What follows belongs to an exercise in optimizing a design on an open flow for small area, a short achievable clock period and few clock cycles per item; a production flow would make more cautious choices. The RTL was checked by simulation tests, not by an equivalence proof against the original design. Power and IR drop assume default switching activity.

==> run K: inputs <==
// m17_viterbi
module m17_viterbi (
    input  wire         clk,
    input  wire         rst,         
    input  wire         in_valid,
    output wire         in_ready,
    input  wire         in_scheme,   
    input  wire [4:0]   in_len,      
    input  wire [407:0] in_data,     
    output reg          out_valid,
    output wire [239:0] out_data     
);
    localparam NS  = 64;             
    localparam NB  = NS / 8;         
    localparam R   = 403;            
    localparam MW  = 4;              
    localparam K0  = NS - 2;         
    localparam [2:0] S_IDLE = 3'd0, S_RUN = 3'd1, S_MOVE = 3'd2,
                     S_FLR  = 3'd3, S_REW = 3'd4;
    reg [2:0]   st;
    reg         rdy;                 
    reg         sch;
    reg [4:0]   len;
    reg [7:0]   t;                   
    reg [7:0]   tlast;               
    reg [4:0]   col;                 
    reg [8:0]   qrem;                
    reg [R-1:0] cb;                  
    reg         fb;                  
    reg         fail;                
    reg [7:0]   plo;                 
    reg [3:0]   mst;                 
    reg         capv;
    reg [7:0]   jcap;
    reg [3:0]   scap;
  ...
export LEC_CHECK = 0
export CAP_MARGIN = 20
export CORE_MARGIN = 2
export CORE_UTILIZATION = 55
export SETUP_SLACK_MARGIN = 4.7
export SLEW_MARGIN = 20
export BUFFER_PORTS_ARGS = -buffer_cell sky130_fd_sc_hd__buf_1
create_clock -name core_clock -period 8.0 [get_ports {clk}]
standard.sh (not shown) runs the stock make flow with config.mk's settings and CLKGATE_MAP_FILE= SYNTH_SCRIPT=/design/flow/synth_recipe.tcl, a recipe that flattens the netlist after the stock synthesis.
==> flow/flow/run.sh <==
#!/bin/bash
# The standard layout (standard.sh: ORFS synthesis to final layout),
# with one change: the buffers ORFS puts on the input and output ports are
# the smallest buffer cell, sky130_fd_sc_hd__buf_1, instead of the cell
# buffer_ports picks by itself.  The full ORFS output is in standard.log,
# and each step's log under orfs/logs/.
set -e
echo "export BUFFER_PORTS_ARGS = -buffer_cell sky130_fd_sc_hd__buf_1" >> config.mk
bash standard.sh > standard.log 2>&1
==> inputs of run C, as changes to run K <==
--- a/flow/design.v
+++ b/flow/design.v
@@ -8,26 +8,29 @@
     input  wire [407:0] in_data,     
     output reg          out_valid,
     output wire [239:0] out_data     
 );
     localparam NS  = 64;             
     localparam NB  = NS / 8;         
     localparam R   = 403;            
     localparam MW  = 4;              
+    localparam [29:0] PAT0 = 30'h15555555;
+    localparam [29:0] PAT1 = 30'h0005b6db;
     localparam K0  = NS - 2;         
     localparam [2:0] S_IDLE = 3'd0, S_RUN = 3'd1, S_MOVE = 3'd2,
                      S_FLR  = 3'd3, S_REW = 3'd4;
     reg [2:0]   st;
     reg         rdy;                 
     reg         sch;
     reg [4:0]   len;
     reg [7:0]   t;                   
     reg [7:0]   tlast;               
     reg [4:0]   col;                 
+    reg [29:0]  pr;                  
     reg [8:0]   qrem;                
     reg [R-1:0] cb;                  
     reg         fb;                  
     reg         fail;                
     reg [7:0]   plo;                 
     reg [3:0]   mst;                 
     reg         capv;
     reg [7:0]   jcap;
@@ -310,19 +313,18 @@
         endcase
     end
     reg  last;                       
     wire last1  = (t + 8'd3 == tlast);
     wire chk    = (t + 8'd7 <= tlast);       
     wire fail_n = fail | c_bad;
     wire [4:0] col_max = sch ? 5'd18 : 5'd28;
     wire [4:0] col2    = (col == col_max) ? 5'd0 : col + 5'd2;
-    wire       sh3 = (st == S_RUN) ? ~(p1a & p1b)
-                   : (qrem == 9'd1 || qrem == 9'd2 || qrem == 9'd3 ||
-                      qrem == 9'd6 || qrem == 9'd9);
+    reg        nr3;                  
+    wire       sh3 = (st == S_RUN) ? ~(p1a & p1b) : nr3;
     wire [8:0] qinc  = sh3 ? 9'd3 : 9'd4;
     wire [8:0] qnext = (qrem > qinc) ? qrem - qinc : qrem + (R - qinc);
     wire       qhome = (qrem == 9'd3) | (qrem == 9'd4);   
     wire [9:0] jnext = {2'b00, tlast} - (NS - 8);
     wire [9:0] jlow  = {2'b00, tlast} - (NS - 1);
     wire       fb_fin = jlow[9] | (jlow[8:0] <= {1'b0, plo});
     wire [9:0] ck_n = {2'b00, xt} - K0;
     always @* begin
@@ -331,35 +333,45 @@
         if (st == S_IDLE) begin
             p1a_d = 1'b1;
             p1b_d = in_scheme;
         end else if (st == S_RUN) begin
             if (last) begin
                 p1a_d = 1'b1;
                 p1b_d = rdy ? in_scheme : sch;
             end else begin
-                p1a_d = punct1(sch, col2);
-                p1b_d = punct1(sch, col2 + 5'd1);
+                p1a_d = pr[2];
+                p1b_d = pr[3];
             end
         end
     end
     assign cbt_d = rdy ? {in_data[7], in_data[6], in_data[5], in_data[4]}
                  : sh3 ? cb[R-4:R-7] : cb[R-5:R-8];
     integer i;
     always @(posedge clk) begin
         p1a <= p1a_d;
         p1b <= p1b_d;
+        if (st == S_IDLE)
+            pr <= in_scheme ? PAT1 : PAT0;
+        else if (st == S_RUN)
+            if (last)
+                pr <= (rdy ? in_scheme : sch) ? PAT1 : PAT0;
+            else
+                pr <= sch ? {10'd0, pr[1:0], pr[19:2]} : {pr[1:0], pr[29:2]};
         last <= (st == S_RUN) & last1 & ~rst;
         if (rdy) begin
             for (i = 0; i < R; i = i + 1)
                 cb[R-1-i] <= in_data[8*(i/8) + 7 - (i%8)];
             qrem <= R;
+            nr3  <= 1'b0;
         end else begin
             cb   <= sh3 ? {cb[R-4:0], cb[R-1:R-3]} : {cb[R-5:0], cb[R-1:R-4]};
             qrem <= qnext;
+            nr3  <= (qnext == 9'd1 || qnext == 9'd2 || qnext == 9'd3 ||
+                     qnext == 9'd6 || qnext == 9'd9);
         end
         for (i = 0; i < 16; i = i + 1)
             pm[i] <= pmb[i];
         da_r  <= deca;
         db_r  <= decb;
         xv    <= 1'b0;
         xt    <= t;
         cv    <= xv;
==> flow/config.mk (replaced) <==
export PLATFORM = sky130hd
export DESIGN_NAME = m17_viterbi
export DESIGN_NICKNAME = m17_viterbi
export VERILOG_FILES = /design/flow/design.v
export SDC_FILE = /design/flow/constraint.sdc
export NUM_CORES = 4
export LEC_CHECK = 0
export CAP_MARGIN = 20
export CORE_MARGIN = 2
export CORE_UTILIZATION = 55
export SETUP_SLACK_MARGIN = 4.8
export SLEW_MARGIN = 20
export BUFFER_PORTS_ARGS = -buffer_cell sky130_fd_sc_hd__buf_1
==> Implementation_results.wiki <==
{| class="wikitable"
! Metric !! Value
|-
| Synthesis-stage register bit count || 1991
|-
| Cell leakage power || 46.9 nW
|-
| Highest-count cells in the layout ignoring fill and taps || 1557 x sky130_fd_sc_hd__dfxtp_1, 1264 x sky130_fd_sc_hd__a21oi_1, 1191 x sky130_fd_sc_hd__nor2_1, 999 x sky130_fd_sc_hd__mux2i_1, 806 x sky130_fd_sc_hd__nand2_1
|-
| Status || timing/DRC/antenna clean
|-
| Number of fill cells || between 10000 and 15000
|-
| Capture point of the critical path || pm[7][3]$_DFF_P_
|-
| Relative contribution of combinational cells to total power || 0.575
|-
| WP data arrival || 4120 ps
|-
| Die area || 0.185 sq mm
|-
| Average routed wire per standard cell || 24.5 microns
|-
| Dominant delay contributor by cell family on the critical path || compound AO/OA/AOI/OAI gates
|-
| Routability congestion estimate || 0.983
|-
| Count of buffers added by post-CTS timing repair for setup || 259
|}
That was run C.
==> Implementation_results.wiki <==
{| class="wikitable"
! Metric !! Value
|-
| Status || timing/DRC/antenna clean
|-
| Routability congestion estimate || 0.999
|-
| Cell leakage power || 46.3 nW
|-
| Well-Tap Cells || 2355
|-
| Number of fill cells || 14600
|-
| Die area || 0.184 sq mm
|-
| Antenna violations before repair || 11
|-
| Capture point of the critical path || kk_r[1][1]$_DFF_P_
|-
| WP data arrival || 4290 ps
|-
| Dominant delay contributor by cell family on the critical path || adder cells
|-
| Highest-count cells in the layout ignoring fill and taps || 1557 x sky130_fd_sc_hd__dfxtp_1, 1252 x sky130_fd_sc_hd__a21oi_1, 1146 x sky130_fd_sc_hd__nor2_1, 991 x sky130_fd_sc_hd__mux2i_1, 834 x sky130_fd_sc_hd__nand2_1
|-
| Relative contribution of combinational cells to total power || 0.568
|-
| Count of buffers added by post-CTS timing repair for setup || 186
|-
| Count of standard-cell rows || between 150 and 200
|-
| Synthesis-stage register bit count || 1967
|-
| Highest routing layer actually used || met5
|-
| Average routed wire per standard cell || 24.5 microns
|-
| Pwr dens || roughly 560 mW/mm^2
|-
| Combined global-route utilization of all metal layers || 0.348
|-
| Met1 Resource Use GR || 0.427
|}
That was run K.
Testbench counts of run K, summed over its fixed seeds: cycles 17,265, items 192.
Testbench counts of run C, summed over its fixed seeds: cycles 17,265, items 192.

what the ideal ports hide:
How much do the figures lean on ideal ports? The routed layouts below were timed once more, with nothing changed but the port constraints.
Step 1: set_driving_cell puts a clkbuf_16 on clk and a buf_2 on each other input, an assumption about the parent block.
Step 2, shift: input delay + t, output delay - t, t = (earliest + latest rising clock arrival at the registers) / 2. This alone moves slack from input paths to output paths.
Slacks: ideal ports / drivers / drivers and shift; pairs: ideal ports / drivers.
run | shift t [ns] | setup slack, ns | hold slack, ns | worst slew at a driven data input, ns | cell pins on the clock port's net
run K | 0.925 | 4.484 / 4.484 / 4.012 | 0.416 / 0.416 / 0.416 | 0.09 | 1
run C | 0.942 | 4.638 / 4.638 / 3.819 | 0.397 / 0.397 / 0.397 | 0.08 | 1
After both steps every run listed still meets setup and hold. The setup slack of run C, which loses most, moves by 0.000 ns with the drivers and by -0.819 ns with both steps.
